This is an optimization exercise on Yosys and OpenROAD, whose aim is small area, a short achievable clock period and few clock cycles per item, not a production implementation. Only simulation tests tie the RTL to the original design; equivalence was not proved. Power and IR drop assume default switching activity.

## north
## crsf_cmd
module crsf_cmd (
    input  wire       clk,
    input  wire       rst,         
    input  wire       in_valid,
    input  wire [7:0] in_data,
    output wire       in_ready,
    output wire       out_valid,
    output wire [7:0] out_data,
    input  wire       out_ready
);
    localparam [1:0] I_OP = 2'd0, I_LH = 2'd1, I_LL = 2'd2, I_DATA = 2'd3;
    localparam [4:0] W = 5'd21;
    function automatic [7:0] crc8_step(input [7:0] r, input [7:0] d);
        integer k;
        reg [7:0] c;
        begin
            c = r ^ d;
            for (k = 0; k < 8; k = k + 1)
                c = c[7] ? ((c << 1) ^ 8'hD5) : (c << 1);
            crc8_step = c;
        end
    endfunction
    function automatic [4:0] add5(input [4:0] x, input [4:0] y);
        integer i; reg c;
        begin
            c = 1'b0;
            for (i = 0; i < 5; i = i + 1) begin
                add5[i] = x[i] ^ y[i] ^ c;
                c = (x[i] & y[i]) | (c & (x[i] ^ y[i]));
            end
        end
    endfunction
    function automatic [5:0] add6(input [5:0] x, input [5:0] y);
        integer i; reg c;
        begin
  ...
export LEC_CHECK = 0
export CAP_MARGIN = 20
export CORE_MARGIN = 2
export CORE_UTILIZATION = 40
export SLEW_MARGIN = 20
create_clock -name core_clock -period 16.0 [get_ports {clk}]
standard.sh (not shown) runs the stock make flow with config.mk's settings and CLKGATE_MAP_FILE= SYNTH_SCRIPT=/design/flow/synth_recipe.tcl, a recipe that flattens the netlist after the stock synthesis.
==> flow/flow/run.sh <==
#!/bin/bash
# Standard layout, with timing repair aimed below the clock period and
# plain buffers on the ports.
set -euo pipefail
bash standard.sh SETUP_SLACK_MARGIN=12 "BUFFER_PORTS_ARGS=-buffer_cell sky130_fd_sc_hd__buf_4" finish > standard.log 2>&1
Testbench counts of north, summed over its fixed seeds: cycles 109,743, cmds 4,800.
Inputs modified between north and south:
--- a/flow/design.v
+++ b/flow/design.v
@@ -231,17 +231,17 @@
                     rp = 1'b1; rb = ext[7:0]; p_pop11 = 1'b1;
                     fin = (oc == 7'd36);
                 end
             end
             if (c_conv) begin
                 if (oc == 7'd5) begin
-                    if (cv == 2'd2) begin
-                        rp = 1'b1; rb = {4'd0, res[11:8]};
+                    if (cv == 2'd1) begin
+                        rp = 1'b1; rb = {4'd0, cv_s2[11:8]};
                     end
                 end else begin
-                    rp = 1'b1; rb = res[7:0]; fin = 1'b1;
+                    rp = 1'b1; rb = cv_s2[7:0]; fin = 1'b1;
                 end
             end
             if (c_ser) begin
                 if (oc == 7'd6) begin
                     rp = 1'b1; rb = hb;
                 end else if (oc != 7'd5 && ip != I_DATA) begin
@@ -283,27 +283,24 @@
     reg  [11:0]  res_n;
     reg          ipush;        
     reg  [7:0]   ib;
     reg          flt;          
     reg  [2:0]   flt_c;
     reg  [10:0]  pw;
+    reg          ins8, ins11;  
+    reg  [4:0]   pd;
     always @(*) begin
         ip_n = ip; f_n = f; rem_n = rem; oc_n = oc;
         crc_n = crc; crcacc_n = crcacc;
         st_fault_n = st_fault; st_multi_n = st_multi; st_cause_n = st_cause;
         acc_n = acc; p_n = p; hb_n = hb; cv_n = cv; res_n = res;
         ipush = 1'b0; ib = hd; flt = 1'b0; flt_c = 3'd0;
+        ins8 = 1'b0; ins11 = 1'b0;
         pw = hb[7] ? 11'd0 : (|hb[6:3]) ? 11'd2047 : {hb[2:0], hd};
-        if (cv == 2'd1) begin
-            cv_n  = 2'd2;
-            res_n = cv_s2;
-        end
         if (rpush) begin
             oc_n = fin ? 7'd0 : inc7(oc);
-            if (p_pop8)  p_n = p + 5'd8;
-            if (p_pop11) p_n = p + 5'd11;
             if (fin && c_feed) crcacc_n = crc;
         end
         if (do_sw) begin
             f_n   = 1'b0;
             cv_n  = 2'd0;
             p_n   = W;
@@ -353,18 +350,18 @@
                             if (oc != 7'd5) crc_n = crc8_step(crc, hd);
                         end
                         if (c_pack) begin
                             if (!rem[0]) hb_n = hd;
                             else begin
                                 acc_n = {pw, acc[20:11]};
-                                p_n   = p_n - 5'd11;
+                                ins11 = 1'b1;
                             end
                         end
                         if (c_unp) begin
                             acc_n = {hd, acc[20:8]};
-                            p_n   = p_n - 5'd8;
+                            ins8  = 1'b1;
                         end
                         if (c_conv) begin
                             if (!rem[0]) begin
                                 hb_n = hd;
                                 if (c_t2u) begin
                                     ipush = 1'b1;
@@ -381,12 +378,22 @@
                             end
                         end
                     end
                 end
             endcase
         end
+        case ({rpush & p_pop8, rpush & p_pop11, ins11, ins8})
+            4'b1000: pd = 5'd8;
+            4'b0100: pd = 5'd11;
+            4'b0010: pd = 5'd21;     
+            4'b0001: pd = 5'd24;     
+            4'b1010: pd = 5'd29;     
+            4'b0101: pd = 5'd3;
+            default: pd = 5'd0;
+        endcase
+        if (!do_sw) p_n = p + pd;
         if (flt) begin
             if (!st_fault) begin
                 st_fault_n = 1'b1;
                 st_cause_n = flt_c;
             end else
                 st_multi_n = 1'b1;
[summary]
Multiplexer share of the synthesized area was lower in the run labelled south.
south: synthesized-area fraction occupied by xor and xnor cells 0.16 points above north
Going from north to south, final weighted congestion in routability-driven placement grew slightly.
On final period demand of the worst path, south does worse than north.
south reports a lower clock group share of total power than north does.
Looking at routed wire length, south sits 1.9 mm below north.
When south is measured against north, its leakage power figure turns out 1.2% higher.
Testbench counts of south, summed over its fixed seeds: cycles 109,743, cmds 4,800.

[static timing again, ports no longer ideal]
In the flow no input, the clock included, has a driving cell. The finished layouts below were timed again as built, in two steps.
Step 1, drivers: a clkbuf_16 drives clk and a buf_2 each remaining input, both assumed.
Step 2 adds t to the input delays and takes it off the output delays; t is the mean of the earliest and latest rising clock arrival at the registers after step 1. Input paths then give back, and output paths get back, about the clock's delay inside the block.
Slacks: ideal ports / drivers / drivers and shift; pairs: ideal ports / drivers.
run	shift t [ns]	setup slack, ns	latest minus earliest clock arrival (ns)	worst slew at a driven data input, ns
north	0.489	11.810 / 11.762 / 11.648	0.015 / 0.016	0.07
south	0.490	11.802 / 11.755 / 11.725	0.015 / 0.015	0.04
After both steps every run listed still meets setup and hold. The setup slack of north, which loses most, moves by -0.048 ns with the drivers and by -0.162 ns with both steps.
